Source: an optimization exercise on an open RTL-to-GDS flow (aim: small area, a short achievable clock period and few clock cycles). Production flows keep margins and buffers that such runs may drop. The RTL was checked by simulation tests, not by an equivalence proof against the original design.

## flow/design.v (module list and top-level ports; edited modules follow where they fit)
// module ck_table: 11 lines
// module out_fifo: 29 lines
// module ed_rowbuf: 25 lines
// module ed_luma: 188 lines
// module ed_blend: 293 lines
// module thermy_ck8: 597 lines
module thermy_ck8 #(
    parameter WMAX = 32,
    parameter AW   = 5,
    parameter [7:0] PRE0 = 8'h51,
    parameter [7:0] PRE1 = 8'h78
) (
    input  wire        clk,
    input  wire        rst,
    input  wire        cmd_valid,
    output wire        cmd_ready,
    input  wire [31:0] cmd_data,
    output reg  [31:0] res,
    output reg         res_valid,
    output wire        out_valid,
    input  wire        out_ready,
    output wire [7:0]  out_data
);
  // ...
==> flow/run.sh <==
#!/bin/bash
# synth_recipe.tcl (not shown) runs the flow's synth.tcl, then flattens the netlist and writes it again
# the make line also repeats each setting of config.mk as NAME=value (left out here)
make -C /OpenROAD-flow-scripts/flow DESIGN_CONFIG=/design/flow/config.mk WORK_HOME=/design/flow/orfs CLKGATE_MAP_FILE= SYNTH_SCRIPT=/design/flow/synth_recipe.tcl finish
==> flow/config.mk <==
export PLATFORM = sky130hd
export DESIGN_NAME = thermy_ck8
export DESIGN_NICKNAME = thermy_ck8
export VERILOG_FILES = /design/flow/design.v
export SDC_FILE = /design/flow/constraint.sdc
export NUM_CORES = 4
export LEC_CHECK = 0
export CAP_MARGIN = 20
export CORE_MARGIN = 2
export CORE_UTILIZATION = 50
export PLACE_DENSITY = 0.6
export SLEW_MARGIN = 20
==> flow/constraint.sdc <==
create_clock -name core_clock -period 20.0 [get_ports {clk}]
set_input_delay 4.0000 -clock core_clock [delete_from_list [all_inputs] [get_ports {clk}]]
set_output_delay 4.0000 -clock core_clock [all_outputs]
set_load 0.01 [all_outputs]
==> run_results.csv, run 1 <==
group,metric,value,unit
final_layout,num-nonclk-buffers,130,
global_routing,busiest_layer,"met1",
timing,final_max_slew_viol_count,0,
critical_path,endpoint,"p3[24]",
clock_tree,clockRootBuffer,"clkbuf_16",
timing,period_minus_slack,6.20,ns
synth,ys_seq_elements,901,
final_layout,final_layout_size_suffix_gt1_share,6.91,%
run_status,status,"complete, no violations",
detailed_routing,wl_met3,11100,um
die,fp.dieH,323,um
final_layout,dominant_cells,"multi-input combinational cells",
global_routing,met1_usage,42.4,%
final_layout,clkCellAreaFrac,5.96,%
place,place_inst,6448,
final_layout,regArea,0.0219,mm2
clock_tree,post_cts_resize_count,0,
synth,syn_area,0.0509,mm2
global_routing,antenna_found_initial,11,
timing,fin_crit_sh,31.0,%
detailed_routing,drtIter0Drc,3753,
final_layout,regMostFlops,"u_ring.r",
place,dp_hpwl,104000,um
timing,tightest_slew,1.05,ns
detailed_routing,finalWirelength,145000,um
final_layout,multi_input_area_share,47.3,%
Testbench counts, summed over its fixed seeds: cycles 10,576.
==> run 2, diff against run 1 <==
--- a/flow/config.mk
+++ b/flow/config.mk
@@ -7,6 +7,6 @@
 export LEC_CHECK = 0
 export CAP_MARGIN = 20
 export CORE_MARGIN = 2
-export CORE_UTILIZATION = 50
-export PLACE_DENSITY = 0.6
+export CORE_UTILIZATION = 20
+export PLACE_DENSITY = 0.3
 export SLEW_MARGIN = 20
==> run 2 against run 1 <==
Effect of this change: still clean; synthesized cell count is the same; count of clock-buffer cells in the layout increased by 13; non-clock buffer count grew 16; first-iteration DRC count fell by 36%; global-route usage shrank 15 points; critical path depth shrank 7; clock skew up 0.019 ns; register-to-register slack better by 0.14 ns; setup slack better by 0.14 ns.
==> run_results.csv, run 2 <==
group,metric,value,unit
min_path,min_path_type,"reg -> reg",
place,place_inst,8459,
place,port_buffers,78,
detailed_routing,drc,0,
critical_path,cp_data_required_time,20.47,ns
synth,yosysMostFrequentCell,"dfxtp_1",
timing,rsz0062_at_grt,"false",
critical_path,cp_cell_sequence,"inv_1, ha_1, or3b_2, nor3_1, a31oi_1, a221o_1, or4_4, o311ai_4, nand2_2, a21oi_1, nand2_1, o21ai_1, buf_4",
synth,synth_edf_count,386,
timing,skew,0.0847,ns
critical_path,start_kind,"flip-flop",
global_routing,antenna_found_initial,5,
clock_tree,post_cts_buffers,0,
final_layout,nets,5639,
detailed_routing,via_count,37971,
clock_tree,clock_path_buffers,3,
clock_tree,htreeDepth,3,
detailed_routing,final_antenna_net_count,0,
die,core_area,0.254,mm2
global_routing,grt_pass1_vias,39151,
die,fp.dieH,509,um
timing,finalSetupTns,0,ns
synth,synth_top_cell_by_area,"edfxtp_1",
clock_tree,cts.reportedPaths.clkPinSlew,0.06,ns
synth,synth-seq-area-share,43.0,%
final_layout,mostFrequentLayoutCell,"dfxtp_1",
die,die-width,509,um
timing,max_freq,165,MHz
clock_tree,insertion_delay,0.80,ns
synth,async_reset_ff_share,0,%
critical_path,slowest_stage,"a21oi_1",
synth,synth_ff_type,"dfxtp_1",
global_routing,grt_max_degree,116,
synth,synthCells,5175,
die,io_pins,79,
clock_tree,clockRootBuffer,"clkbuf_16",
place,dp_hpwl,127000,um
synth,yosys_warnings,6,
final_layout,mostFrequentLayoutCells,"dfxtp_1, nor2_1, nand2_1, inv_1, edfxtp_1",
timing,final_max_slew_viol_count,0,
place,dpl_cell_area,0.0556,mm2
clock_tree,cts_tree,"built",
critical_path,end_kind,"flip-flop",
clock_tree,post_cts_resize_count,0,
global_routing,grt.overflow.total,0,
synth,syn_nets,5600,
detailed_routing,via_per_inst,4.37,
clock_tree,cts-buffers-inserted,116,
clock_tree,cts_hold_buf,0,
final_layout,regMostFlops,"u_ring.r",
die,core.rowCount,185,
synth,synth_top_area_share,22.8,%
final_layout,final_layout_size_suffix_gt1_share,7.79,%
final_layout,postLayoutCellArea,0.0596,mm2
final_layout,area_delta_synth_final,17.1,%
detailed_routing,first_pass_iters,5,
place,gp_congestion,0.817,
critical_path,cp.arrival,6.53,ns
die,start_util,20.1,%
timing,setup_violations,0,
final_layout,largest_reg_flops,248,
timing,period_minus_slack,6.06,ns
final_layout,fillers,27518,
run_status,status,"complete, no violations",
critical_path,critPathMaxStageDelay,0.58,ns
synth,synth_area_per_cell,9.84,um2
synth,synth_cell_types,118,
timing,finalHoldViolCount,0,
detailed_routing,finalWirelength,173000,um
timing,tightest_slew,1.06,ns
global_routing,grt_usage,13.3,%
synth,syn_area,0.0509,mm2
detailed_routing,avgRoutedWirePerCell,20.0,um
synth,ys_seq_elements,901,
timing,fin_crit_sh,30.3,%
critical_path,path_max_fanout,16,
clock_tree,clock-sinks,901,
global_routing,grt_pass1_wl,262000,um
synth,synth_area_leaders,"edfxtp_1, dfxtp_1, fa_1, ha_1, xnor2_1",
detailed_routing,drtIter0Drc,2399,
final_layout,fin_cells,8683,
job,max_cap_viol_count,0,
die,die_area,0.259,mm2
synth,yosys-top-cells-count,"dfxtp_1, nor2_1, nand2_1",
critical_path,setup.worst_path.class,"reg -> reg",
timing,slew_headroom,29.4,%
-- run 2: changes by cell type in the layout (fill, tap and decap cells not counted), sizes merged --
cell      delta
diode        -2
inv          +4
clkinvlp     +4
clkbuf      +13
bufinv       +3
buf         +16
clkinv      +10
-- run 2: stage by stage --
stage               util, %  setup WS (ns)  hold WS (ns)
global route           23.5          13.50         0.324
CTS                    23.5          13.72         0.325
global placement       21.9          13.27         0.311
floorplan                 -          13.73         0.310
finish                 23.5          13.94         0.321
detailed placement     21.9          13.25         0.312
-- run 2: worst paths after layout --
kind         startpoint   endpoint  slack [ns]  cells after the start
max             cin[16]  q_b[2][2]       13.94                     13
max reg2reg     cin[16]  q_b[2][2]       13.94                     13
min reg2reg        bit6       bit7        0.32                      0
min                bit6       bit7        0.32                      0
-- run 2: cell families (layout without fill, tap and decap cells) --
family          count (synthesis)  count (layout)  share of synthesized area [%]
other cells                     0               2                              0
xor+xnor                      328             328                           5.64
fa+ha+maj                     389             389                           12.5
buf+inv                       633             773                           4.81
mux                           147             147                           3.19
compound gates               1111            1111                           14.8
simple gates                 1666            1666                           16.1
flops                         901             901                           43.0
-- run 2: worst max-delay path: cells and delay by family (launching register included) --
kind / cells / cell delay (ns)
AND/OR/NAND/NOR: 5 / 2.53
AO/OA/AOI/OAI: 5 / 2.13
adder cells (fa/ha/maj): 1 / 0.20
buffers and inverters: 2 / 0.40
flip-flops: 1 / 0.50
-- run 2: layout make-up --
class                      instances  area, um2  area share, %
clock inverter                    63        681           1.14
antenna                            2       5.00        0.00839
sequential                       901      21900           36.7
inverter                         408       1540           2.58
clock buffer                     156       3310           5.55
tap                             3366       4210           7.06
timing repair buffer             146       1340           2.24
multi-input combinational       3641      26600           44.7
-- run 2: layer usage --
metal / global-route usage, % / vias to the layer above / part of all wire, %
li1: - / 18399 / -
met1: 17.6 / 18775 / 47
met2: 22.4 / 599 / 48
met3: 1.72 / 194 / 3.5
met4: 3.84 / 4 / 2.5
met5: 0 / - / 0.012
==> module thermy_ck8, before the edit <==
module thermy_ck8 #(
    parameter WMAX = 32,
    parameter AW   = 5,
    parameter [7:0] PRE0 = 8'h51,
    parameter [7:0] PRE1 = 8'h78
) (
    input  wire        clk,
    input  wire        rst,
    input  wire        cmd_valid,
    output wire        cmd_ready,
    input  wire [31:0] cmd_data,
    output reg  [31:0] res,
    output reg         res_valid,
    output wire        out_valid,
    input  wire        out_ready,
    output wire [7:0]  out_data
);
    localparam [2:0] E_ILL = 3'd1, E_ENC = 3'd2, E_CFG = 3'd3, E_SEQ = 3'd4;
    localparam [7:0] OP_NOP = 8'h00, OP_SETCTRL = 8'h01, OP_SETW = 8'h02,
                     OP_SETA = 8'h03, OP_RDREG = 8'h04, OP_CLRERR = 8'h05,
                     OP_RSTRAS = 8'h06, OP_CKCLR = 8'h10, OP_CKUPD = 8'h11,
                     OP_CKRD = 8'h12, OP_FRBT = 8'h20, OP_FRBR = 8'h21,
                     OP_FRPUT = 8'h22, OP_FRI2B = 8'h23, OP_REVB = 8'h24,
                     OP_FCCLR = 8'h30, OP_FCPUT = 8'h31, OP_DQPIX = 8'h40,
                     OP_BPPIX = 8'h50;
    localparam [2:0] FC_IDLE = 3'd0, FC_BUSY = 3'd1, FC_OK = 3'd2, FC_BADPRE = 3'd3,
                     FC_BADTYPE = 3'd4, FC_BADCK = 3'd5, FC_BADTERM = 3'd6;
    localparam [3:0] P_P0 = 4'd0, P_P1 = 4'd1, P_CMD = 4'd2, P_TYPE = 4'd3,
                     P_L0 = 4'd4, P_L1 = 4'd5, P_PAY = 4'd6, P_CK = 4'd7,
                     P_TERM = 4'd8;
    localparam [17:0] DV = 18'd159375;       
    localparam [1:0]  K_BP = 2'd0, K_TH = 2'd1, K_ED = 2'd2;
    reg [2:0]  errcode;
    reg        mode, rev, route;
    reg [2:0]  wc;               
    reg [7:0]  alpha;
    reg [7:0]  ckcrc;
    reg [7:0]  frcmd;
    reg        frtype;
    reg [15:0] frrem;
    reg [2:0]  fcstat;
    reg [3:0]  fcphase;
    reg [7:0]  fccmd;
    reg        fctype;
    reg [15:0] fclen;
    reg [15:0] fcrem;
    reg [7:0]  fccrc;
    reg [4:0]  dqx;
    reg [31:0] dqy;
    reg [4:0]  bpx;
    reg [31:0] bplines;
    reg [31:0] outcnt;
    reg [3:0]  oc_pend;          
    reg        zrow;             
    reg [7:0]  frcrc;            
    reg [7:0]  bpacc;            
    reg [2:0]  kb;               
    reg [7:0]  dq_hi;            
    reg        dq_w;             
    reg [2:0]  bw;               
    wire fropen = (frrem != 16'd0);
    reg [31:0] cin, sk;
    reg        cin_v, sk_v;
    reg        rdy;
    assign cmd_ready = rdy;
    wire [31:0] c     = cin;
    wire [7:0]  op    = c[31:24];
    wire [7:0]  b8    = c[7:0];
    reg known, rsv_bad;
    reg [2:0] err;
    wire [4:0] wm1      = {wc[1:0] - 2'd1, 3'b111};    
    wire       dqx_last = (dqx == wm1);
    wire       bpx_last = (bpx == wm1);
    wire [2:0] k        = bpx[2:0];
    always @(*) begin
        known   = 1'b1;
        rsv_bad = 1'b0;
        case (op)
            OP_NOP, OP_CLRERR, OP_RSTRAS, OP_CKCLR, OP_CKRD, OP_FCCLR:
                rsv_bad = (c[23:0] != 24'd0);
            OP_SETA, OP_CKUPD, OP_FRPUT, OP_REVB, OP_FCPUT, OP_BPPIX:
                rsv_bad = (c[23:8] != 16'd0);
            OP_RDREG:
                rsv_bad = (c[23:8] != 16'd0) || (b8 > 8'h18);
            OP_SETW:
                rsv_bad = (c[23:16] != 8'd0);
            OP_SETCTRL:
                rsv_bad = (c[23:3] != 21'd0);
            OP_FRI2B:
                rsv_bad = (c[23:21] != 3'd0);
            OP_FRBT, OP_FRBR, OP_DQPIX:
                rsv_bad = 1'b0;
            default:
                known = 1'b0;
        endcase
        err = 3'd0;
        if (!known || rsv_bad)
            err = E_ILL;
        else begin
            case (op)
                OP_SETCTRL:
                    if (dqx != 5'd0 || bpx != 5'd0) err = E_CFG;
                OP_SETW:
                    if (c[15:0] == 16'd0 || c[2:0] != 3'd0 || c[15:0] > WMAX ||
                        dqx != 5'd0 || bpx != 5'd0) err = E_CFG;
                OP_FRBT, OP_FRBR:
                    if (fropen) err = E_SEQ;
                OP_FRPUT:
                    if (!fropen) err = E_SEQ;
                OP_FRI2B:
                    if (!fropen) err = E_SEQ;
                    else if ({12'd0, c[19:16]} > frrem) err = E_ENC;
                OP_FCPUT:
                    if (fcstat >= FC_OK) err = E_SEQ;
                OP_DQPIX, OP_BPPIX:
                    if (wc == 3'd0) err = E_CFG;
                    else if (route && k == 3'd7 && !fropen) err = E_SEQ;
                default: ;
            endcase
        end
    end
    reg  [3:0] i2b_j;            
    wire       i2b_cont = (i2b_j != 4'd0);
    wire ignored = (errcode != 3'd0) && (op != OP_RDREG) && (op != OP_CLRERR) && !i2b_cont;
    wire ok      = i2b_cont || (!ignored && err == 3'd0);
    reg v1, v2, v3, v4, v5, v6, v7;
    wire pp_empty = !(v1 | v2 | v3 | v4 | v5 | v6 | v7);
    localparam TQD = 4;
    reg [TQD-1:0] q_v;
    wire q_full  = &q_v;
    wire q_empty = !(|q_v);
    reg  hdr_busy;
    wire is_fr   = (op == OP_FRBT) || (op == OP_FRBR);
    wire pushy   = is_fr || (op == OP_FRPUT) || (op == OP_FRI2B) ||
                   (op == OP_DQPIX) || (op == OP_BPPIX);
    wire drainy  = (op == OP_SETW) || (op == OP_RSTRAS) ||
                   ((op == OP_RDREG) && (b8 == 8'h08 || b8 == 8'h12 || b8 == 8'h14));
    wire oc_wait = (op == OP_RDREG) && (b8 == 8'h16) && (oc_pend != 4'd0);
    wire i2b_n0  = (c[19:16] == 4'd0);
    wire i2b_more = (op == OP_FRI2B) && ok && !i2b_n0 && (i2b_j != c[19:16] - 4'd1);
    wire blk   = (pushy && q_full) || (is_fr && hdr_busy) || oc_wait ||
                 (drainy && !(pp_empty && q_empty));
    wire adv   = cin_v && !blk;           
    wire done  = adv && !i2b_more;        
    wire x_ok  = adv && ok;               
    reg [31:0] rdval;
    always @(*) begin
        case (b8[4:0])
            5'h00: rdval = {21'd0, (bpx != 5'd0), (dqx != 5'd0), fropen, 5'd0, errcode};
            5'h01: rdval = {29'd0, route, rev, mode};
            5'h02: rdval = {26'd0, wc, 3'd0};
            5'h03: rdval = {24'd0, alpha};
            5'h04: rdval = {24'd0, ckcrc};
            5'h05: rdval = {24'd0, frcmd};
            5'h06: rdval = {31'd0, frtype};
            5'h07: rdval = {16'd0, frrem};
            5'h08: rdval = {24'd0, frcrc};
            5'h09: rdval = {29'd0, fcstat};
            5'h0A: rdval = {28'd0, fcphase};
            5'h0B: rdval = {24'd0, fccmd};
            5'h0C: rdval = {31'd0, fctype};
            5'h0D: rdval = {16'd0, fclen};
            5'h0E: rdval = {16'd0, fcrem};
            5'h0F: rdval = {24'd0, fccrc};
            5'h10: rdval = {27'd0, dqx};
            5'h11: rdval = dqy;
            5'h12: rdval = {dq_hi, {24{dq_w}}};
            5'h13: rdval = {27'd0, bpx};
            5'h14: rdval = {24'd0, bpacc};
            5'h15: rdval = bplines;
            5'h16: rdval = outcnt;
            5'h17: rdval = {16'd0, WMAX[15:0]};
            5'h18: rdval = {16'd0, PRE1, PRE0};
            default: rdval = 32'd0;
        endcase
    end
    wire [7:0] ck_next, fc_next, fr_next;
    ck_table u_ck_ck (.idx(ckcrc ^ b8), .val(ck_next));
    ck_table u_ck_fc (.idx(fccrc ^ b8), .val(fc_next));
    wire is_pix   = (op == OP_DQPIX) || (op == OP_BPPIX);
    wire pix_byte = is_pix && (k == 3'd7);
    wire frem1    = (frrem == 16'd1);
    wire [3:0] i2b_idx  = c[20] ? (c[19:16] - 4'd1 - i2b_j) : i2b_j;
    wire [7:0] i2b_byte = (i2b_idx == 4'd0) ? c[7:0] :
                          (i2b_idx == 4'd1) ? c[15:8] : 8'd0;
    reg        t_push;
    reg        t_hdr, t_close, t_route, t_rev, t_fill;
    reg [7:0]  t_byte;
    reg [3:0]  oc_inc;
    reg        fr_dec;
    always @(*) begin
        t_push = 1'b0; t_hdr = 1'b0; t_close = 1'b0; t_route = 1'b1;
        t_rev = 1'b0; t_fill = 1'b1; t_byte = b8; oc_inc = 4'd0; fr_dec = 1'b0;
        if (x_ok) begin
            if (is_fr) begin
                t_push = 1'b1; t_hdr = 1'b1;
                t_close = (c[23:8] == 16'd0);
                oc_inc = t_close ? 4'd8 : 4'd6;
            end else if (op == OP_FRPUT) begin
                t_push = 1'b1; t_close = frem1; fr_dec = 1'b1;
                oc_inc = frem1 ? 4'd3 : 4'd1;
            end else if (op == OP_FRI2B) begin
                if (!i2b_n0) begin
                    t_push = 1'b1; t_close = frem1; fr_dec = 1'b1; t_byte = i2b_byte;
                    oc_inc = frem1 ? 4'd3 : 4'd1;
                end
            end else if (pix_byte) begin
                t_push = 1'b1; t_route = route; t_rev = rev; t_fill = 1'b0;
                t_close = route && frem1; fr_dec = route;
                oc_inc = (route && frem1) ? 4'd3 : 4'd1;
            end
        end
    end
    wire pix_go = x_ok && is_pix;
    reg [1:0]  k1, k2, k3, k4, k5, k6, k7;
    reg        bit1, bit2, bit3, bit4, bit5, bit6, bit7;
    reg        z1, z2, z3, z4, z5;
    reg        f1, f2, f3, f4, f5, f6, f7;
    reg [23:0] rgb1;
    reg [21:0] u2;
    reg [7:0]  a2;
    reg [25:0] p3;
    reg [17:0] rm4, rm5;
    reg [4:0]  lo4;
    reg [1:0]  lo5;
    reg [2:0]  q4;
    reg [5:0]  q5;
    reg signed [9:0] base6;
    reg signed [9:0] ml;        
    reg signed [6:0] eb;        
    reg signed [4:0] ea;        
    wire [21:0] u_luma;
    ed_luma u_luma_i (.p(rgb1), .y(u_luma));
    wire [29:0] blend;
    ed_blend u_blend_i (.u(u2), .a(a2), .y(blend));
    wire        th_white = (u2 < 22'd1270000);
    function [18:0] dstep(input [18:0] win);
        reg [19:0] t;
        begin
            t = {1'b0, win} - {2'b00, DV};
            dstep = t[19] ? {1'b0, win[17:0]} : {1'b1, t[17:0]};
        end
    endfunction
    wire [18:0] s7 = dstep(p3[25:7]);
    wire [18:0] s6 = dstep({s7[17:0], p3[6]});
    wire [18:0] s5 = dstep({s6[17:0], p3[5]});
    wire [18:0] s4 = dstep({rm4, lo4[4]});
    wire [18:0] s3 = dstep({s4[17:0], lo4[3]});
    wire [18:0] s2 = dstep({s3[17:0], lo4[2]});
    wire [18:0] s1 = dstep({rm5, lo5[1]});
    wire [18:0] s0 = dstep({s1[17:0], lo5[0]});
    wire [7:0]  gq = ~{q5, s1[18], s0[18]};
    wire [7:0] tap1, tap2, tap3;
    wire [1:0] pend = {1'b0, (v6 && k6 == K_ED)} + {1'b0, (v7 && k7 == K_ED)};
    wire [7:0] tap  = (pend == 2'd0) ? tap1 : (pend == 2'd1) ? tap2 : tap3;
    wire signed [9:0] e_row  = z5 ? 10'sd0 : {{2{tap[7]}}, tap};
    wire signed [9:0] base_n = $signed({2'b00, gq}) + e_row;
    function [9:0] err_of(input [9:0] mm);    
        reg w, n;
        reg [7:0] a;
        begin
            w = !mm[9] && (mm[8] || (mm[7] && (mm[6:0] != 7'd0)));
            if (!w) begin
                n = mm[9];
                a = mm[9] ? (~mm[7:0] + 8'd1) : mm[7:0];
            end else if (!mm[8]) begin
                n = (mm[7:0] != 8'hFF);
                a = ~mm[7:0];
            end else begin
                n = 1'b0;
                a = mm[7:0] + 8'd1;
            end
            err_of = {w, n, a};
        end
    endfunction
    wire [9:0]  el  = err_of(ml);
    wire [10:0] a7  = {el[7:0], 3'b000} - {3'b000, el[7:0]};
    wire [5:0]  t7  = a7[9:4];
    wire        c_n = el[8] && !f6;
    wire [9:0]  c_x = f6 ? 10'd0 : ({4'd0, t7} ^ {10{el[8]}});
    wire signed [9:0] m_n = base6 + c_x + {9'd0, c_n};
    wire [9:0] et  = err_of(ml);
    wire       t_w = et[9];
    wire       t_n = et[8];
    wire [9:0] a3  = {et[7:0], 1'b0} + {2'b00, et[7:0]};
    wire [10:0] a5 = {et[7:0], 2'b00} + {3'b000, et[7:0]};
    wire [7:0] d3  = {3'd0, a3[8:4]} ^ {8{t_n}};           
    wire [7:0] d5  = {2'd0, a5[9:4]} ^ {8{t_n}};
    wire [4:0] d1  = {1'b0, et[7:4]} ^ {5{t_n}};
    wire [7:0] ebx = {eb[6], eb};
    wire [7:0] ring_in = f7 ? ebx : (ebx + d3 + {7'd0, t_n});
    wire [7:0] eb_n    = (f7 ? 8'd0 : {{3{ea[4]}}, ea}) + d5 + {7'd0, t_n};
    wire [4:0] ea_n    = d1 + {4'd0, t_n};
    wire ed7 = v7 && (k7 == K_ED);
    ed_rowbuf u_ring (
        .clk(clk), .shift(ed7), .bw(bw), .vin(ring_in),
        .tap1(tap1), .tap2(tap2), .tap3(tap3)
    );
    wire       pbit    = (k7 == K_ED) ? !t_w : bit7;
    wire [7:0] pk_acc  = bpacc | ({7'd0, pbit} << kb);
    wire       pk_fill = v7 && (kb == 3'd7);
    always @(posedge clk) begin
        rgb1  <= c[23:0];
        u2    <= u_luma;
        a2    <= alpha;
        p3    <= blend[29:4];
        rm4   <= s5[17:0];
        lo4   <= p3[4:0];
        q4    <= {s7[18], s6[18], s5[18]};
        rm5   <= s2[17:0];
        lo5   <= lo4[1:0];
        q5    <= {q4, s4[18], s3[18], s2[18]};
        base6 <= base_n;
        k1 <= (op == OP_BPPIX) ? K_BP : mode ? K_ED : K_TH;
        bit1 <= !b8[7];
        z1 <= zrow;
        f1 <= (dqx == 5'd0);
        k2 <= k1; bit2 <= bit1; z2 <= z1; f2 <= f1;
        k3 <= k2; bit3 <= (k2 == K_TH) ? !th_white : bit2; z3 <= z2; f3 <= f2;
        k4 <= k3; bit4 <= bit3; z4 <= z3; f4 <= f3;
        k5 <= k4; bit5 <= bit4; z5 <= z4; f5 <= f4;
        k6 <= k5; bit6 <= bit5; f6 <= f5;
        k7 <= k6; bit7 <= bit6; f7 <= f6;
        if (v6 && k6 == K_ED)
            ml <= m_n;
        if (ed7) begin
            eb <= eb_n[6:0];
            ea <= ea_n;
        end
        if (rst) begin
            v1 <= 1'b0; v2 <= 1'b0; v3 <= 1'b0; v4 <= 1'b0; v5 <= 1'b0;
            v6 <= 1'b0; v7 <= 1'b0;
        end else begin
            v1 <= pix_go; v2 <= v1; v3 <= v2; v4 <= v3; v5 <= v4; v6 <= v5; v7 <= v6;
        end
    end
    reg [TQD-1:0] q_hdr, q_cl, q_rt, q_rv, q_fl;
    reg [7:0]     q_b [0:TQD-1];
    reg [1:0]     q_wr, q_rd;
    reg [15:0]    hdr_len;
    reg  [2:0] hj;
    reg  [1:0] ph;                
    wire       prod_ok;
    wire       h_v   = q_v[q_rd];
    wire       h_hdr = q_hdr[q_rd];
    wire       h_cl  = q_cl[q_rd];
    wire       h_rt  = q_rt[q_rd];
    wire       h_rv  = q_rv[q_rd];
    wire       h_fl  = q_fl[q_rd];
    wire [7:0] hb    = q_b[q_rd];
    wire       e_go  = h_v && prod_ok && (h_hdr || ph != 2'd0 || h_fl);
    reg  [7:0] hdr_byte;
    always @(*) begin
        case (hj)
            3'd0: hdr_byte = PRE0;
            3'd1: hdr_byte = PRE1;
            3'd2: hdr_byte = frcmd;
            3'd3: hdr_byte = {7'd0, frtype};
            3'd4: hdr_byte = hdr_len[7:0];
            default: hdr_byte = hdr_len[15:8];
        endcase
    end
    wire [7:0] hb_rv  = {hb[0], hb[1], hb[2], hb[3], hb[4], hb[5], hb[6], hb[7]};
    wire [7:0] e_data = h_hdr ? hdr_byte : (h_rv ? hb_rv : hb);
    wire [7:0] e_byte = (ph == 2'd1) ? frcrc : (ph == 2'd2) ? 8'hFF : e_data;
    ck_table u_ck_fr (.idx(frcrc ^ e_data), .val(fr_next));
    wire e_pop = e_go && ((ph == 2'd2) ||
                          (ph == 2'd0 && !h_cl && (!h_hdr || hj == 3'd5)));
    out_fifo u_out (
        .clk(clk), .rst(rst), .prod(e_go), .prod_data(e_byte), .prod_ok(prod_ok),
        .out_valid(out_valid), .out_ready(out_ready), .out_data(out_data)
    );
    wire [TQD-1:0] unf = q_v & ~q_hdr & ~q_fl;
    reg  [TQD-1:0] fsel;
    reg            found;
    integer qi;
    always @(*) begin
        found = 1'b0;
        fsel  = {TQD{1'b0}};
        for (qi = 0; qi < TQD; qi = qi + 1)
            if (!found && unf[(q_rd + qi) % TQD]) begin
                fsel[(q_rd + qi) % TQD] = 1'b1;
                found = 1'b1;
            end
    end
    integer qk;
    always @(posedge clk) begin
        for (qk = 0; qk < TQD; qk = qk + 1) begin
            if (t_push && q_wr == qk) begin
                q_hdr[qk] <= t_hdr; q_cl[qk] <= t_close; q_rt[qk] <= t_route;
                q_rv[qk] <= t_rev; q_b[qk] <= t_byte;
            end else if (pk_fill && fsel[qk])
                q_b[qk] <= pk_acc;
            if (t_push && q_wr == qk)
                q_fl[qk] <= t_fill;
            else if (pk_fill && fsel[qk])
                q_fl[qk] <= 1'b1;
        end
        if (rst) begin
            q_v  <= {TQD{1'b0}};
            q_wr <= 2'd0;
            q_rd <= 2'd0;
            hj  <= 3'd0;
            ph  <= 2'd0;
            frcrc <= 8'd0;
            hdr_busy <= 1'b0;
        end else begin
            for (qk = 0; qk < TQD; qk = qk + 1)
                if (t_push && q_wr == qk)
                    q_v[qk] <= 1'b1;
                else if (e_pop && q_rd == qk)
                    q_v[qk] <= 1'b0;
            if (t_push) q_wr <= q_wr + 2'd1;
            if (e_pop)  q_rd <= q_rd + 2'd1;
            if (e_go) begin
                if (ph == 2'd0) begin
                    if (h_hdr) begin
                        frcrc <= 8'd0;
                        if (hj == 3'd5) begin
                            hj <= 3'd0;
                            if (h_cl) ph <= 2'd1;
                        end else
                            hj <= hj + 3'd1;
                    end else begin
                        if (h_rt) frcrc <= fr_next;
                        if (h_cl) ph <= 2'd1;
                    end
                end else if (ph == 2'd1)
                    ph <= 2'd2;
                else
                    ph <= 2'd0;
            end
            if (x_ok && is_fr)
                hdr_busy <= 1'b1;
            else if (e_pop && h_hdr)
                hdr_busy <= 1'b0;
        end
        if (x_ok && is_fr)
            hdr_len <= c[23:8];
    end
    wire load_cin = !cin_v || done;
    wire acc      = cmd_valid && rdy;
    wire sk_v_n   = sk_v ? !load_cin : (acc && !load_cin);
    always @(posedge clk) begin
        if (load_cin) cin <= sk_v ? sk : cmd_data;
        if (!sk_v)    sk  <= cmd_data;
        if (rst) begin
            cin_v <= 1'b0;
            sk_v  <= 1'b0;
            rdy   <= 1'b1;
        end else begin
            if (load_cin) cin_v <= sk_v || acc;
            sk_v <= sk_v_n;
            rdy  <= !sk_v_n;
        end
    end
    wire clr_ras = x_ok && ((op == OP_SETW) || (op == OP_RSTRAS) ||
                            (op == OP_SETCTRL && c[0] != mode));
    always @(posedge clk) begin
        if (rst) begin
            errcode    <= 3'd0;
            mode       <= 1'b0;
            rev        <= 1'b0;
            route      <= 1'b0;
            wc         <= 3'd0;
            alpha      <= 8'hFF;
            ckcrc      <= 8'd0;
            frcmd      <= 8'd0;
            frtype     <= 1'b0;
            frrem      <= 16'd0;
            fcstat     <= FC_IDLE;
            fcphase    <= P_P0;
            fccmd      <= 8'd0;
            fctype     <= 1'b0;
            fclen      <= 16'd0;
            fcrem      <= 16'd0;
            fccrc      <= 8'd0;
            dqx        <= 5'd0;
            dqy        <= 32'd0;
            bpx        <= 5'd0;
            bplines    <= 32'd0;
            outcnt     <= 32'd0;
            oc_pend    <= 4'd0;
            zrow       <= 1'b1;
            res        <= 32'd0;
            res_valid  <= 1'b0;
            i2b_j      <= 4'd0;
            bpacc      <= 8'd0;
            kb         <= 3'd0;
            dq_hi      <= 8'd0;
            dq_w       <= 1'b0;
            bw         <= 3'd0;
        end else begin
            res_valid <= 1'b0;
            oc_pend <= oc_inc;
            outcnt  <= outcnt + {28'd0, oc_pend};
            if (fr_dec)
                frrem <= frrem - 16'd1;
            if (v7) begin
                kb <= kb + 3'd1;
                bpacc <= (kb == 3'd7) ? 8'd0 : pk_acc;
            end
            if (v2 && k2 == K_ED) dq_hi <= 8'hFF;
            if (v2 && k2 == K_TH) dq_hi <= a2;
            if (ed7) dq_w <= t_w;
            if (v7 && k7 == K_TH) dq_w <= !bit7;
            if (adv && op == OP_FRI2B && ok && !i2b_n0)
                i2b_j <= i2b_more ? i2b_j + 4'd1 : 4'd0;
            if (done && !ok && !ignored && errcode == 3'd0)
                errcode <= err;
            if (clr_ras) begin
                dqx <= 5'd0; dqy <= 32'd0;
                bpx <= 5'd0; bplines <= 32'd0;
                zrow <= 1'b1;
            end
            if (done && ok) begin
                case (op)
                OP_SETCTRL: begin
                    mode  <= c[0];
                    rev   <= c[1];
                    route <= c[2];
                end
                OP_SETW: begin
                    wc <= c[5:3];
                    bw <= c[5:3];
                end
                OP_RSTRAS: begin
                    kb <= 3'd0;
                    bpacc <= 8'd0;
                end
                OP_SETA:   alpha <= b8;
                OP_RDREG:  begin res <= rdval; res_valid <= 1'b1; end
                OP_CLRERR: errcode <= 3'd0;
                OP_CKCLR:  ckcrc <= 8'd0;
                OP_CKUPD:  ckcrc <= ck_next;
                OP_CKRD:   begin res <= {24'd0, ckcrc}; res_valid <= 1'b1; end
                OP_REVB: begin
                    res <= {24'd0, b8[0], b8[1], b8[2], b8[3], b8[4], b8[5], b8[6], b8[7]};
                    res_valid <= 1'b1;
                end
                OP_FRBT, OP_FRBR: begin
                    frcmd  <= b8;
                    frtype <= op[0];
                    frrem  <= c[23:8];
                end
                OP_FCCLR: begin
                    fcstat <= FC_IDLE; fcphase <= P_P0;
                    fccmd <= 8'd0; fctype <= 1'b0;
                    fclen <= 16'd0; fcrem <= 16'd0; fccrc <= 8'd0;
                end
                OP_FCPUT: begin
                    case (fcphase)
                    P_P0: if (b8 == PRE0) begin fcstat <= FC_BUSY; fcphase <= P_P1; end
                          else fcstat <= FC_BADPRE;
                    P_P1: if (b8 == PRE1) fcphase <= P_CMD;
                          else fcstat <= FC_BADPRE;
                    P_CMD: begin fccmd <= b8; fcphase <= P_TYPE; end
                    P_TYPE: if (b8 <= 8'd1) begin fctype <= b8[0]; fcphase <= P_L0; end
                            else fcstat <= FC_BADTYPE;
                    P_L0: begin fclen <= {8'd0, b8}; fcphase <= P_L1; end
                    P_L1: begin
                        fclen <= {b8, fclen[7:0]};
                        fcrem <= {b8, fclen[7:0]};
                        fccrc <= 8'd0;
                        fcphase <= ({b8, fclen[7:0]} == 16'd0) ? P_CK : P_PAY;
                    end
                    P_PAY: begin
                        fccrc <= fc_next;
                        fcrem <= fcrem - 16'd1;
                        if (fcrem == 16'd1) fcphase <= P_CK;
                    end
                    P_CK: if (b8 == fccrc) fcphase <= P_TERM;
                          else fcstat <= FC_BADCK;
                    P_TERM: if (b8 == 8'hFF) fcstat <= FC_OK;
                            else fcstat <= FC_BADTERM;
                    default: ;
                    endcase
                end
                OP_DQPIX, OP_BPPIX: begin
                    if (bpx_last) begin
                        bpx <= 5'd0; bplines <= bplines + 32'd1;
                    end else
                        bpx <= bpx + 5'd1;
                    if (op == OP_DQPIX) begin
                        if (dqx_last) begin
                            dqx <= 5'd0; dqy <= dqy + 32'd1;
                            if (mode) zrow <= 1'b0;
                        end else
                            dqx <= dqx + 5'd1;
                    end
                end
                default: ;
                endcase
            end
        end
    end
endmodule
==> run 3, diff against run 2 <==
--- a/flow/design.v
+++ b/flow/design.v
@@ -596,7 +596,8 @@
     reg [4:0]  bpx;
     reg [31:0] bplines;
     reg [31:0] outcnt;
-    reg [3:0]  oc_pend;          
+    reg [3:0]  oc_pend;
+    reg        dqy_inc, bpl_inc;  
     reg        zrow;             
     reg [7:0]  frcrc;            
     reg [7:0]  bpacc;            
@@ -669,29 +670,32 @@
     wire       i2b_cont = (i2b_j != 4'd0);
     wire ignored = (errcode != 3'd0) && (op != OP_RDREG) && (op != OP_CLRERR) && !i2b_cont;
     wire ok      = i2b_cont || (!ignored && err == 3'd0);
-    reg v1, v2, v3, v4, v5, v6, v7;
-    wire pp_empty = !(v1 | v2 | v3 | v4 | v5 | v6 | v7);
+    reg v1, v3, v4, v5, v6, v7;
+    wire pp_empty = !(v1 | v3 | v4 | v5 | v6 | v7);
     localparam TQD = 4;
     reg [TQD-1:0] q_v;
-    wire q_full  = &q_v;
-    wire q_empty = !(|q_v);
+    reg           tp_v;         
+    reg  [1:0]    q_wr;
+    wire q_full  = &(q_v | ({{(TQD-1){1'b0}}, tp_v} << q_wr));
+    wire q_empty = !(|q_v) && !tp_v;
     reg  hdr_busy;
     wire is_fr   = (op == OP_FRBT) || (op == OP_FRBR);
     wire pushy   = is_fr || (op == OP_FRPUT) || (op == OP_FRI2B) ||
                    (op == OP_DQPIX) || (op == OP_BPPIX);
     wire drainy  = (op == OP_SETW) || (op == OP_RSTRAS) ||
                    ((op == OP_RDREG) && (b8 == 8'h08 || b8 == 8'h12 || b8 == 8'h14));
-    wire oc_wait = (op == OP_RDREG) && (b8 == 8'h16) && (oc_pend != 4'd0);
     wire i2b_n0  = (c[19:16] == 4'd0);
     wire i2b_more = (op == OP_FRI2B) && ok && !i2b_n0 && (i2b_j != c[19:16] - 4'd1);
-    wire blk   = (pushy && q_full) || (is_fr && hdr_busy) || oc_wait ||
+    wire blk   = (pushy && q_full) || (is_fr && hdr_busy) ||
                  (drainy && !(pp_empty && q_empty));
     wire adv   = cin_v && !blk;           
     wire done  = adv && !i2b_more;        
     wire x_ok  = adv && ok;               
+    reg        rq_v, rq_rev;    
+    reg [7:0]  rq_b;
     reg [31:0] rdval;
     always @(*) begin
-        case (b8[4:0])
+        case (rq_b[4:0])
             5'h00: rdval = {21'd0, (bpx != 5'd0), (dqx != 5'd0), fropen, 5'd0, errcode};
             5'h01: rdval = {29'd0, route, rev, mode};
             5'h02: rdval = {26'd0, wc, 3'd0};
@@ -758,13 +762,11 @@
         end
     end
     wire pix_go = x_ok && is_pix;
-    reg [1:0]  k1, k2, k3, k4, k5, k6, k7;
-    reg        bit1, bit2, bit3, bit4, bit5, bit6, bit7;
-    reg        z1, z2, z3, z4, z5;
-    reg        f1, f2, f3, f4, f5, f6, f7;
-    reg [23:0] rgb1;
-    reg [21:0] u2;
-    reg [7:0]  a2;
+    reg [1:0]  k1, k3, k4, k5, k6, k7;
+    reg        bit1, bit3, bit4, bit5, bit6, bit7;
+    reg        z1, z3, z4, z5;
+    reg        f1, f3, f4, f5, f6, f7;
+    reg [21:0] u1;
     reg [25:0] p3;
     reg [17:0] rm4, rm5;
     reg [4:0]  lo4;
@@ -776,10 +778,10 @@
     reg signed [6:0] eb;        
     reg signed [4:0] ea;        
     wire [21:0] u_luma;
-    ed_luma u_luma_i (.p(rgb1), .y(u_luma));
+    ed_luma u_luma_i (.p(c[23:0]), .y(u_luma));
     wire [29:0] blend;
-    ed_blend u_blend_i (.u(u2), .a(a2), .y(blend));
-    wire        th_white = (u2 < 22'd1270000);
+    ed_blend u_blend_i (.u(u1), .a(alpha), .y(blend));
+    wire        th_white = (u1 < 22'd1270000);
     function [18:0] dstep(input [18:0] win);
         reg [19:0] t;
         begin
@@ -846,9 +848,7 @@
     wire [7:0] pk_acc  = bpacc | ({7'd0, pbit} << kb);
     wire       pk_fill = v7 && (kb == 3'd7);
     always @(posedge clk) begin
-        rgb1  <= c[23:0];
-        u2    <= u_luma;
-        a2    <= alpha;
+        u1    <= u_luma;
         p3    <= blend[29:4];
         rm4   <= s5[17:0];
         lo4   <= p3[4:0];
@@ -861,8 +861,7 @@
         bit1 <= !b8[7];
         z1 <= zrow;
         f1 <= (dqx == 5'd0);
-        k2 <= k1; bit2 <= bit1; z2 <= z1; f2 <= f1;
-        k3 <= k2; bit3 <= (k2 == K_TH) ? !th_white : bit2; z3 <= z2; f3 <= f2;
+        k3 <= k1; bit3 <= (k1 == K_TH) ? !th_white : bit1; z3 <= z1; f3 <= f1;
         k4 <= k3; bit4 <= bit3; z4 <= z3; f4 <= f3;
         k5 <= k4; bit5 <= bit4; z5 <= z4; f5 <= f4;
         k6 <= k5; bit6 <= bit5; f6 <= f5;
@@ -874,15 +873,17 @@
             ea <= ea_n;
         end
         if (rst) begin
-            v1 <= 1'b0; v2 <= 1'b0; v3 <= 1'b0; v4 <= 1'b0; v5 <= 1'b0;
+            v1 <= 1'b0; v3 <= 1'b0; v4 <= 1'b0; v5 <= 1'b0;
             v6 <= 1'b0; v7 <= 1'b0;
         end else begin
-            v1 <= pix_go; v2 <= v1; v3 <= v2; v4 <= v3; v5 <= v4; v6 <= v5; v7 <= v6;
+            v1 <= pix_go; v3 <= v1; v4 <= v3; v5 <= v4; v6 <= v5; v7 <= v6;
         end
     end
     reg [TQD-1:0] q_hdr, q_cl, q_rt, q_rv, q_fl;
     reg [7:0]     q_b [0:TQD-1];
-    reg [1:0]     q_wr, q_rd;
+    reg [1:0]     q_rd;
+    reg           tp_hdr, tp_close, tp_route, tp_rev, tp_fill;
+    reg [7:0]     tp_byte;
     reg [15:0]    hdr_len;
     reg  [2:0] hj;
     reg  [1:0] ph;                
@@ -932,19 +933,20 @@
     integer qk;
     always @(posedge clk) begin
         for (qk = 0; qk < TQD; qk = qk + 1) begin
-            if (t_push && q_wr == qk) begin
-                q_hdr[qk] <= t_hdr; q_cl[qk] <= t_close; q_rt[qk] <= t_route;
-                q_rv[qk] <= t_rev; q_b[qk] <= t_byte;
+            if (tp_v && q_wr == qk) begin
+                q_hdr[qk] <= tp_hdr; q_cl[qk] <= tp_close; q_rt[qk] <= tp_route;
+                q_rv[qk] <= tp_rev; q_b[qk] <= tp_byte;
             end else if (pk_fill && fsel[qk])
                 q_b[qk] <= pk_acc;
-            if (t_push && q_wr == qk)
-                q_fl[qk] <= t_fill;
+            if (tp_v && q_wr == qk)
+                q_fl[qk] <= tp_fill;
             else if (pk_fill && fsel[qk])
                 q_fl[qk] <= 1'b1;
         end
         if (rst) begin
             q_v  <= {TQD{1'b0}};
             q_wr <= 2'd0;
+            tp_v <= 1'b0;
             q_rd <= 2'd0;
             hj  <= 3'd0;
             ph  <= 2'd0;
@@ -952,11 +954,12 @@
             hdr_busy <= 1'b0;
         end else begin
             for (qk = 0; qk < TQD; qk = qk + 1)
-                if (t_push && q_wr == qk)
+                if (tp_v && q_wr == qk)
                     q_v[qk] <= 1'b1;
                 else if (e_pop && q_rd == qk)
                     q_v[qk] <= 1'b0;
-            if (t_push) q_wr <= q_wr + 2'd1;
+            if (tp_v) q_wr <= q_wr + 2'd1;
+            tp_v <= t_push;
             if (e_pop)  q_rd <= q_rd + 2'd1;
             if (e_go) begin
                 if (ph == 2'd0) begin
@@ -983,6 +986,8 @@
         end
         if (x_ok && is_fr)
             hdr_len <= c[23:8];
+        tp_hdr <= t_hdr; tp_close <= t_close; tp_route <= t_route;
+        tp_rev <= t_rev; tp_fill <= t_fill; tp_byte <= t_byte;
     end
     wire load_cin = !cin_v || done;
     wire acc      = cmd_valid && rdy;
@@ -1030,6 +1035,9 @@
             zrow       <= 1'b1;
             res        <= 32'd0;
             res_valid  <= 1'b0;
+            rq_v       <= 1'b0;
+            dqy_inc    <= 1'b0;
+            bpl_inc    <= 1'b0;
             i2b_j      <= 4'd0;
             bpacc      <= 8'd0;
             kb         <= 3'd0;
@@ -1037,7 +1045,11 @@
             dq_w       <= 1'b0;
             bw         <= 3'd0;
         end else begin
-            res_valid <= 1'b0;
+            rq_v <= 1'b0;
+            res_valid <= rq_v;
+            if (rq_v)
+                res <= rq_rev ? {24'd0, rq_b[0], rq_b[1], rq_b[2], rq_b[3],
+                                 rq_b[4], rq_b[5], rq_b[6], rq_b[7]} : rdval;
             oc_pend <= oc_inc;
             outcnt  <= outcnt + {28'd0, oc_pend};
             if (fr_dec)
@@ -1046,18 +1058,23 @@
                 kb <= kb + 3'd1;
                 bpacc <= (kb == 3'd7) ? 8'd0 : pk_acc;
             end
-            if (v2 && k2 == K_ED) dq_hi <= 8'hFF;
-            if (v2 && k2 == K_TH) dq_hi <= a2;
+            if (v1 && k1 == K_ED) dq_hi <= 8'hFF;
+            if (v1 && k1 == K_TH) dq_hi <= alpha;
             if (ed7) dq_w <= t_w;
             if (v7 && k7 == K_TH) dq_w <= !bit7;
             if (adv && op == OP_FRI2B && ok && !i2b_n0)
                 i2b_j <= i2b_more ? i2b_j + 4'd1 : 4'd0;
             if (done && !ok && !ignored && errcode == 3'd0)
                 errcode <= err;
+            dqy_inc <= 1'b0;
+            bpl_inc <= 1'b0;
             if (clr_ras) begin
                 dqx <= 5'd0; dqy <= 32'd0;
                 bpx <= 5'd0; bplines <= 32'd0;
                 zrow <= 1'b1;
+            end else begin
+                if (dqy_inc) dqy <= dqy + 32'd1;
+                if (bpl_inc) bplines <= bplines + 32'd1;
             end
             if (done && ok) begin
                 case (op)
@@ -1075,15 +1092,12 @@
                     bpacc <= 8'd0;
                 end
                 OP_SETA:   alpha <= b8;
-                OP_RDREG:  begin res <= rdval; res_valid <= 1'b1; end
+                OP_RDREG:  begin rq_v <= 1'b1; rq_rev <= 1'b0; rq_b <= b8; end
                 OP_CLRERR: errcode <= 3'd0;
                 OP_CKCLR:  ckcrc <= 8'd0;
                 OP_CKUPD:  ckcrc <= ck_next;
-                OP_CKRD:   begin res <= {24'd0, ckcrc}; res_valid <= 1'b1; end
-                OP_REVB: begin
-                    res <= {24'd0, b8[0], b8[1], b8[2], b8[3], b8[4], b8[5], b8[6], b8[7]};
-                    res_valid <= 1'b1;
-                end
+                OP_CKRD:   begin rq_v <= 1'b1; rq_rev <= 1'b0; rq_b <= 8'h04; end
+                OP_REVB:   begin rq_v <= 1'b1; rq_rev <= 1'b1; rq_b <= b8; end
                 OP_FRBT, OP_FRBR: begin
                     frcmd  <= b8;
                     frtype <= op[0];
@@ -1124,12 +1138,12 @@
                 end
                 OP_DQPIX, OP_BPPIX: begin
                     if (bpx_last) begin
-                        bpx <= 5'd0; bplines <= bplines + 32'd1;
+                        bpx <= 5'd0; bpl_inc <= 1'b1;
                     end else
                         bpx <= bpx + 5'd1;
                     if (op == OP_DQPIX) begin
                         if (dqx_last) begin
-                            dqx <= 5'd0; dqy <= dqy + 32'd1;
+                            dqx <= 5'd0; dqy_inc <= 1'b1;
                             if (mode) zrow <= 1'b0;
                         end else
                             dqx <= dqx + 5'd1;
==> run 3 against run 2 <==
Effect of this change: global-route usage rose by 0.84 points; critical path depth rose by 6; routed wire length rose by 6.5%; non-clock buffer count rose by 9; sequential cell count fell by 12; fmax fell by 6.0%; first-iteration DRC count rose by 5.9%; synthesized cell count fell by 2.0%; count of clock-buffer cells in the layout fell by 15; die area fell by 1.2%; via count fell by 0.70%; largest cell class unchanged; highest routed layer is now met4.
==> run_results.csv, run 3 <==
group,metric,value,unit
clock_tree,cts.reportedPaths.clkPinSlew,0.06,ns
detailed_routing,drtIter0Drc,2541,
final_layout,regMostFlops,"u_ring.r",
synth,synth_top_area_share,23.6,%
detailed_routing,finalWirelength,185000,um
critical_path,slowest_stage,"o41ai_1",
detailed_routing,first_pass_iters,6,
final_layout,mostFrequentLayoutCells,"dfxtp_1, nor2_1, edfxtp_1, inv_1, nand2_1",
die,die_area,0.256,mm2
synth,async_reset_ff_share,0,%
final_layout,largest_reg_flops,248,
synth,synth_ff_type,"dfxtp_1",
global_routing,grt_pass1_vias,37480,
global_routing,grt_pass1_wl,270000,um
critical_path,end_kind,"flip-flop",
timing,fin_crit_sh,32.2,%
final_layout,final_layout_size_suffix_gt1_share,7.90,%
synth,synthCells,5069,
synth,synth_cell_types,112,
final_layout,fin_cells,8557,
synth,synth-seq-area-share,43.2,%
timing,finalSetupTns,0,ns
timing,setup_violations,0,
run_status,status,"complete, no violations",
place,dp_hpwl,136000,um
detailed_routing,avgRoutedWirePerCell,21.6,um
timing,final_max_slew_viol_count,0,
synth,syn_nets,5504,
final_layout,nets,5544,
critical_path,r2r_end,"u1[21]",
clock_tree,htreeDepth,3,
clock_tree,post_cts_resize_count,0,
final_layout,area_delta_synth_final,17.0,%
critical_path,r2r_slack,13.55,ns
timing,tightest_slew,1.14,ns
critical_path,path_max_fanout,14,
synth,yosysMostFrequentCell,"dfxtp_1",
die,io_pins,79,
detailed_routing,via_per_inst,4.41,
timing,period_minus_slack,6.45,ns
die,core_area,0.251,mm2
min_path,min_path_type,"reg -> reg",
place,port_buffers,78,
detailed_routing,final_antenna_net_count,0,
detailed_routing,drc,0,
global_routing,grt_max_degree,122,
global_routing,grt.overflow.total,0,
critical_path,cp_data_required_time,20.56,ns
critical_path,setup.worst_path.class,"reg -> reg",
die,start_util,20.1,%
synth,syn_area,0.0503,mm2
final_layout,mostFrequentLayoutCell,"dfxtp_1",
synth,ys_seq_elements,889,
clock_tree,clock-sinks,889,
timing,max_freq,155,MHz
critical_path,r2r_cells,19,
critical_path,cp_common_cell,"fa_1",
min_path,min_from,"p3[3]",
critical_path,cp.arrival,7.01,ns
timing,skew,0.0761,ns
critical_path,critPathMaxStageDelay,0.69,ns
job,max_cap_viol_count,0,
timing,rsz0062_at_grt,"false",
timing,slew_headroom,23.6,%
clock_tree,insertion_delay,0.76,ns
clock_tree,cts-buffers-inserted,107,
clock_tree,cts_hold_buf,0,
clock_tree,clockRootBuffer,"clkbuf_16",
timing,finalHoldViolCount,0,
synth,yosys-top-cells-count,"dfxtp_1, nor2_1, edfxtp_1",
die,fp.dieH,506,um
die,core.rowCount,184,
global_routing,grt_usage,14.1,%
min_path,whs_path_depth,0,
place,gp_congestion,0.822,
critical_path,cp_cell_sequence,"buf_4, clkinv_1, fa_1, inv_1, fa_1, fa_1, inv_1, fa_1, ha_1, and2_1, o21ai_0, o21ai_0, o41ai_1, nand4b_1, a31oi_1, and4_1, a2111oi_0, a21oi_1, xnor2_1",
synth,yosys_warnings,6,
global_routing,antenna_found_initial,10,
synth,synth_edf_count,395,
critical_path,start_kind,"flip-flop",
synth,synth_area_leaders,"edfxtp_1, dfxtp_1, fa_1, ha_1, xnor2_1",
synth,synth_top_cell_by_area,"edfxtp_1",
die,die-width,506,um
min_path,hold_end,"lo4[3]",
critical_path,worst_r2r_startpoint,"cin[6]",
synth,synth_area_per_cell,9.93,um2
place,place_inst,8348,
clock_tree,post_cts_buffers,0,
clock_tree,clock_path_buffers,3,
clock_tree,cts_tree,"built",
detailed_routing,via_count,37706,
run 3: cell types whose count changed after synthesis, sizes merged, moves of 17 or more:
cell / delta
xor2: +40
dfxtp: -21
a31oi: +25
nand2: -64
a22oi: -17
o21ai: -60
nor2: +41
mux2i: -32
nand3: -30
a21oi: +50
nor3: -25
run 3: metal layers:
metal  routed length [um]  global-route usage [%]
met5                    0                       0
met4                 4090                    3.54
met3                 7100                    1.75
met2                81400                    21.8
met1                92100                    20.7
run 3: stage by stage:
step           setup WS (ns)  instance area [um2]  hold WS, ns  util [%]
6_report               13.55                58900        0.320      23.5
3_3_place_gp           13.59                55000        0.311      21.9
3_5_place_dp           13.54                55000        0.312      22.0
5_1_grt                13.10                58900        0.329      23.5
4_1_cts                13.56                58900        0.326      23.5
2_1_floorplan          13.48                50300        0.310         -
run 3: cell families (layout without fill, tap and decap cells):
family | after synthesis | in the layout | synth area share [%]
AND/OR/NAND/NOR | 1581 | 1581 | 15.3
AO/OA/AOI/OAI | 1087 | 1087 | 14.6
buffers and inverters | 625 | 759 | 4.80
multiplexers | 116 | 116 | 2.65
adder cells (fa/ha/maj) | 400 | 400 | 12.9
other | 0 | 6 | 0
XOR/XNOR | 371 | 371 | 6.47
flip-flops | 889 | 889 | 43.2
run 3: layout make-up:
class | count | area [um2]
Antenna cell | 6 | 15.0
Clock buffer | 141 | 3000
Clock inverter | 62 | 837
Fill cell | 27087 | 192000
Inverter | 401 | 1510
Multi-Input combinational cell | 3555 | 26200
Sequential cell | 889 | 21800
Tap cell | 3348 | 4190
Timing Repair Buffer | 155 | 1360
run 3: worst max-delay path by stage:
stage                       from         endpoint  slack, ns  depth (start not counted)
final                     cin[6]           u1[21]      13.55                         19
after global routing       ml[1]  u_ring.r[15][6]      13.10                         20
after CTS                  ml[1]  u_ring.r[15][6]      13.56                         21
after detailed placement   ml[1]   u_ring.r[7][6]      13.54                         21
after global placement     ml[1]  u_ring.r[23][6]      13.59                         20
after floorplan               v7            ea[0]      13.48                          4
run 3: worst max-delay path, delay by kind of cell, from the launching register on:
kind                       cells  cell delay (ns)
AOI/OAI and AO/OA              6             1.89
xor gates and xnor gates       1             0.16
adders and majority gates      5             2.40
buffers and inverters          4             0.90
DFF                            1             0.32
and+or+nand+nor                3             0.63
Testbench counts of run 3, summed over its fixed seeds: cycles 10,576.
==> run 4, diff against run 3 <==
--- a/flow/config.mk
+++ b/flow/config.mk
@@ -8,5 +8,7 @@
 export CAP_MARGIN = 20
 export CORE_MARGIN = 2
 export CORE_UTILIZATION = 20
+export CTS_BUF_LIST = sky130_fd_sc_hd__clkbuf_4 sky130_fd_sc_hd__clkbuf_8
+export CTS_CLUSTER_SIZE = 20
 export PLACE_DENSITY = 0.3
 export SLEW_MARGIN = 20
==> run 4 against run 3 <==
Effect of this change: still clean on timing, DRC and antenna; global-route usage grew 0.11 points; register-to-register slack gained 0.06 ns; die area is the same; setup slack gained 0.064 ns; worst hold slack lost 0.0013 ns; area after synthesis is the same; non-clock buffer count is the same; fmax grew 1.0%; final cell count grew 1.3%; critical path type unchanged; highest routed layer is now met5.
==> run_results.csv, run 4 <==
group,metric,value,unit
timing,tightest_slew,1.16,ns
min_path,min_path_type,"reg -> reg",
clock_tree,cts.reportedPaths.clkPinSlew,0.06,ns
timing,setup_violations,0,
critical_path,cp.arrival,7.18,ns
die,io_pins,79,
place,dpl_cell_area,0.0550,mm2
timing,finalSetupTns,0,ns
die,die_area,0.256,mm2
die,core_area,0.251,mm2
critical_path,end_kind,"flip-flop",
global_routing,antenna_found_initial,14,
die,fp.dieH,506,um
synth,synth_top_area_share,23.6,%
timing,fin_crit_sh,31.9,%
synth,synth_edf_count,395,
clock_tree,cts_tree,"built",
synth,synth_cell_types,112,
synth,yosys-top-cells-count,"dfxtp_1, nor2_1, edfxtp_1",
final_layout,mostFrequentLayoutCell,"dfxtp_1",
place,port_buffers,78,
clock_tree,cts_hold_buf,0,
timing,finalHoldViolCount,0,
synth,yosys_warnings,6,
job,max_cap_viol_count,0,
synth,async_reset_ff_share,0,%
final_layout,final_layout_size_suffix_gt1_share,10.3,%
critical_path,path_max_fanout,14,
clock_tree,htreeDepth,4,
final_layout,area_delta_synth_final,16.9,%
synth,synth_ff_type,"dfxtp_1",
clock_tree,post_cts_resize_count,0,
final_layout,nets,5603,
detailed_routing,finalWirelength,185000,um
clock_tree,post_cts_buffers,0,
synth,synth_top_cell_by_area,"edfxtp_1",
detailed_routing,avgRoutedWirePerCell,21.4,um
critical_path,r2r_cells,19,
clock_tree,clock-sinks,889,
die,start_util,20.1,%
clock_tree,clockRootBuffer,"clkbuf_8",
global_routing,grt_max_degree,122,
synth,synthCells,5069,
critical_path,start_kind,"flip-flop",
timing,skew,0.0738,ns
detailed_routing,drtIter0Drc,2508,
final_layout,postLayoutCellArea,0.0588,mm2
global_routing,grt_usage,14.2,%
min_path,min_from,"p3[3]",
critical_path,setup.worst_path.class,"reg -> reg",
run_status,status,"complete, no violations",
synth,synth_area_leaders,"edfxtp_1, dfxtp_1, fa_1, ha_1, xnor2_1",
critical_path,cp_data_required_time,20.80,ns
synth,ys_seq_elements,889,
die,die-width,506,um
place,dp_hpwl,136000,um
clock_tree,clock_path_buffers,3,
timing,slew_headroom,22.6,%
detailed_routing,first_pass_iters,6,
critical_path,r2r_end,"u1[21]",
detailed_routing,via_per_inst,4.39,
die,core.rowCount,184,
synth,synth_area_per_cell,9.93,um2
final_layout,regMostFlops,"u_ring.r",
final_layout,largest_reg_flops,248,
critical_path,worst_r2r_startpoint,"cin[6]",
timing,max_freq,157,MHz
synth,syn_area,0.0503,mm2
clock_tree,cts-buffers-inserted,166,
synth,yosysMostFrequentCell,"dfxtp_1",
final_layout,fillers,27105,
timing,final_max_slew_viol_count,0,
min_path,whs_path_depth,0,
critical_path,r2r_slack,13.62,ns
detailed_routing,final_antenna_net_count,0,
final_layout,mostFrequentLayoutCells,"dfxtp_1, nor2_1, edfxtp_1, inv_1, nand2_1",
global_routing,grt_pass1_wl,272000,um
place,gp_congestion,0.822,
global_routing,grt.overflow.total,0,
timing,rsz0062_at_grt,"false",
final_layout,regArea,0.0218,mm2
synth,synth-seq-area-share,43.2,%
final_layout,multi_input_area,0.0262,mm2
synth,syn_nets,5504,
clock_tree,insertion_delay,0.96,ns
timing,period_minus_slack,6.38,ns
global_routing,grt_pass1_vias,38045,
min_path,hold_end,"lo4[3]",
detailed_routing,drc,0,
detailed_routing,via_count,38002,
[run 4: changes by cell type in the layout (fill, tap and decap cells not counted), moves of 3 or more]
cell / change
inv_16: +3
clkbuf_1: -20
bufinv_16: -11
clkbuf_8: +194
clkinvlp_4: -4
inv_12: +5
clkinv_1: -8
clkbuf_16: -112
clkinv_2: +5
clkbuf_4: +60
clkinv_4: -5
[run 4: kinds of logic (layout without fill, tap and decap cells)]
| kind of cell | Yosys count | count (layout) | synth area share [%] |
|---|---|---|---|
| adders and majority gates | 400 | 400 | 12.9 |
| AOI/OAI and AO/OA | 1087 | 1087 | 14.6 |
| and+or+nand+nor | 1581 | 1581 | 15.3 |
| muxes | 116 | 116 | 2.65 |
| other | 0 | 6 | 0 |
| buffers and inverters | 625 | 866 | 4.80 |
| DFF | 889 | 889 | 43.2 |
| xor gates and xnor gates | 371 | 371 | 6.47 |
[run 4: worst max path at each step]
| stage | from | endpoint | slack (ns) | depth (start not counted) |
|---|---|---|---|---|
| 2_1_floorplan | v7 | ea[0] | 13.48 | 4 |
| 3_3_place_gp | ml[1] | u_ring.r[23][6] | 13.59 | 20 |
| 3_5_place_dp | ml[1] | u_ring.r[7][6] | 13.54 | 21 |
| 4_1_cts | ml[1] | u_ring.r[15][6] | 13.54 | 21 |
| 5_1_grt | ml[1] | u_ring.r[15][6] | 13.08 | 20 |
| 6_report | cin[6] | u1[21] | 13.62 | 19 |
[run 4: area by class of cell]
class                   instances  area share (%)
well taps                    3348            7.12
clock buffers                 263            5.50
clock inverters                47           0.931
repair buffers                155            2.32
diodes                          6          0.0255
inverters                     401            2.57
multi-input cells            3555            44.6
flip-flops and latches        889            37.0
[run 4: through the flow]
step                      utilization, %  cells  hold slack, ns  worst slack [ns]
after floorplan                        -   5069           0.310             13.48
after global placement              21.9   8348           0.311             13.59
after detailed placement            22.0   8348           0.312             13.54
after CTS                           23.5   8658           0.316             13.54
after global routing                23.5   8662           0.330             13.08
final                               23.5   8664           0.319             13.62
[run 4: per-layer routing]
layer	GRT usage (%)	wire, um	part of all wire (%)	vias up
li1	-	-	-	18086
met1	20.6	91700	50	18917
met2	21.8	81900	44	771
met3	2.38	7570	4.1	226
met4	3.46	3930	2.1	2
met5	0	8	0.0043	-
[run 4: critical path: stages (launching register included)]
cell       delay [ns]
edfxtp_1         0.32
buf_4            0.36
clkinv_1         0.44
fa_1             0.61
inv_1            0.05
fa_1             0.49
fa_1             0.52
inv_1            0.05
fa_1             0.41
ha_1             0.36
and2_1           0.18
o21ai_0          0.15
o21ai_0          0.17
o41ai_1          0.64
nand4b_1         0.23
a31oi_1          0.12
and4_1           0.22
a2111oi_0        0.57
a21oi_1          0.19
xnor2_1          0.16

## what the ideal ports hide
Ports are ideal in the flow. The routed layouts listed here were re-timed in OpenROAD.
Step 1: set_driving_cell puts a clkbuf_16 on clk and a buf_2 on each other input, an assumption about the parent block.
Step 2 adds t to the input delays and takes it off the output delays; t is the mean of the earliest and latest rising clock arrival at the registers after step 1. Input paths then give back, and output paths get back, about the clock's delay inside the block.
a / b / c = ideal / step 1 / step 2; a / b = the first two.
| run | t (ns) | setup WS [ns] | worst setup path at the end | clock arrival spread, ns | pins driven straight from the clock port |
|---|---|---|---|---|---|
| run 1 | 0.760 | 13.802 / 13.802 / 13.588 | input to register | 0.067 / 0.066 | 1 |
| run 2 | 0.842 | 13.938 / 13.938 / 13.389 | input to register | 0.093 / 0.093 | 1 |
| run 3 | 0.800 | 13.554 / 13.554 / 13.554 | register to register | 0.081 / 0.081 | 1 |
| run 4 | 1.006 | 13.618 / 13.618 / 13.618 | register to register | 0.082 / 0.083 | 1 |
After both steps every run listed still meets setup and hold. The setup slack of run 2, which loses most, moves by 0.000 ns with the drivers and by -0.549 ns with both steps.
